Context: an optimization exercise on an open-source flow, tuned for small area, a short achievable clock period and few clock cycles per item. The choices shown serve that exercise and are no tape-out recipe.
In this exercise RTL edits were held to simulation tests only and were not proved equivalent to the original.
Power figures rest on the tool's default switching activity, not on a simulated workload.

==> flow/design.v (excerpt) <==
module yce_block_conv (
    input  wire         clk,
    input  wire         rst,             
    input  wire         in_valid,
    output wire         in_ready,
    input  wire         in_fmt,          
    input  wire         in_chroma,       
    input  wire [511:0] in_data,
    output reg          out_valid,
    input  wire         out_ready,
    output reg          out_chroma,
    output reg  [127:0] out_y,
    output reg  [63:0]  out_u,
    output reg  [63:0]  out_v
);
For scale: roughly 4300 cells after synthesis, roughly 780 I/O pins.
export LEC_CHECK = 0
export CAP_MARGIN = 20
export CORE_MARGIN = 2
export CORE_UTILIZATION = 60
export PLACE_DENSITY = 0.72
export SLEW_MARGIN = 20
export SYNTH_HIERARCHICAL = 1
export TNS_END_PERCENT = 10
create_clock -name core_clock -period 10.0 [get_ports {clk}]
standard.sh (not shown) runs the stock make flow with config.mk's settings and CLKGATE_MAP_FILE= SYNTH_SCRIPT=/design/flow/synth_recipe.tcl, a recipe that flattens the netlist after the stock synthesis.
==> flow/flow/run.sh <==
#!/bin/bash
# The standard layout (the standard.sh: standard synthesis, floorplan,
# placement, CTS, routing) with two changes to how it is made:
#  * timing repair aims for 5.45 ns of setup slack at the design's 10 ns
#    clock (a 4.55 ns period, which is what the design can reach) instead of
#    only 0 ns;
#  * the buffers that the flow puts on every input and output port are
#    sky130_fd_sc_hd__buf_1 instead of the cell buffer_ports picks by itself
#    (clkdlybuf4s50_1); repair may resize them as for any other cell.
# Each tool's output is in standard_flow.log and in orfs/logs/.
set -euo pipefail
bash standard.sh SETUP_SLACK_MARGIN=5.45 "BUFFER_PORTS_ARGS=-buffer_cell sky130_fd_sc_hd__buf_1" finish > standard_flow.log 2>&1
The starting point ran to the end with no violations.
Testbench counts at the start, summed over its fixed seeds: cycles 6,008, items 6,000.
Next try:
TNS_END_PERCENT = default   (was 10)
- design area barely changes
- worst setup slack improves by 0.020 ns
- fmax grows by 0.45%
- synthesized cell count does not change
- count of clock-buffer cells in the layout stays the same

## the previous run
yce_block_conv again, from the RTL that the note above started with.
clock: 10.0 ns
lec_check: 0
cap_margin: 20
core_margin: 2
core_utilization: 60
place_density: 0.72
slew_margin: 20
synth_hierarchical: 1
==> flow/flow/run.sh <==
#!/bin/bash
# The standard layout (the standard.sh: standard synthesis, floorplan,
# placement, CTS, routing) with two changes to how it is made:
#  * timing repair aims for 5.3 ns of setup slack at the design's 10 ns
#    clock (a 4.7 ns period, which is what the design can reach) instead of
#    only 0 ns;
#  * the buffers that the flow puts on every input and output port are
#    sky130_fd_sc_hd__buf_1 instead of the cell buffer_ports picks by itself
#    (clkdlybuf4s50_1); repair may resize them as for any other cell.
# Each tool's output is in standard_flow.log and in orfs/logs/.
set -euo pipefail
bash standard.sh SETUP_SLACK_MARGIN=5.3 "BUFFER_PORTS_ARGS=-buffer_cell sky130_fd_sc_hd__buf_1" finish > standard_flow.log 2>&1
Every stage of the flow completed for the previous run, and the final layout passed the timing, design-rule and antenna checks.
Testbench counts of the previous run, summed over its fixed seeds: cycles 6,008, items 6,000.
Setup changes, the previous run to the current run
Settings: setting ABC_AREA to 1 for the first time.
==> flow/flow/run.sh <==
#!/bin/bash
# The standard layout (the standard.sh: standard synthesis, floorplan,
# placement, CTS, routing) with two changes to how it is made:
#  * timing repair aims for 5.45 ns of setup slack at the design's 10 ns
#    clock (a 4.55 ns period, which is what the design can reach) instead of
#    only 0 ns;
#  * the buffers that the flow puts on every input and output port are
#    sky130_fd_sc_hd__buf_1 instead of the cell buffer_ports picks by itself
#    (clkdlybuf4s50_1); repair may resize them as for any other cell.
# Each tool's output is in standard_flow.log and in orfs/logs/.
set -euo pipefail
bash standard.sh SETUP_SLACK_MARGIN=5.45 "BUFFER_PORTS_ARGS=-buffer_cell sky130_fd_sc_hd__buf_1" finish > standard_flow.log 2>&1
Per the comparison of the current run with the previous run, clock group power decreased about 4%, final cell count up 25%. From the previous run to the current run the numbers moved as follows: register share of the cell area lower; worst setup slack higher. The current run against the previous run: initial antenna violation count shrank by 1, count of buffering cells on the critical path with inverters included increased 1, layout overhead on the synthesized area has decreased. Final cycle utilization of the critical path: the current run vs the previous run down 0.34 points. In the current run the first-pass detailed-route iteration total turned out 1 lower than in the previous run. | synthesized area | the current run vs the previous run | worse |.

[what the ideal ports hide]
The flow's constraints put no driver on any port. The routed layouts listed below were extracted and timed again, unchanged, in two steps. Step 1: set_driving_cell puts a clkbuf_16 on clk and a buf_2 on each other input, an assumption about the parent block. Step 2, shift: input delay + t, output delay - t, t = (earliest + latest rising clock arrival at the registers) / 2. This alone moves slack from input paths to output paths. Slacks: no drivers / after step 1 / after step 2; pairs: no drivers / after step 1.
run	t (ns)	slack for setup (ns)	worst hold slack (ns)	worst data-port slew with drivers (ns)
the first run of note 1	0.751	5.459 / 5.447 / 5.447	0.599 / 0.599 / 0.599	0.11
the second run of note 1	0.751	5.479 / 5.456 / 5.456	0.598 / 0.598 / 0.598	0.12
the previous run	0.750	5.456 / 5.448 / 5.448	0.596 / 0.596 / 0.596	0.12
the current run	0.720	5.490 / 5.468 / 5.037	0.518 / 0.518 / 0.518	0.16
After both steps every run listed still meets setup and hold. For the current run, which loses most, drivers alone change the setup slack by -0.022 ns; drivers and shift together by -0.453 ns.
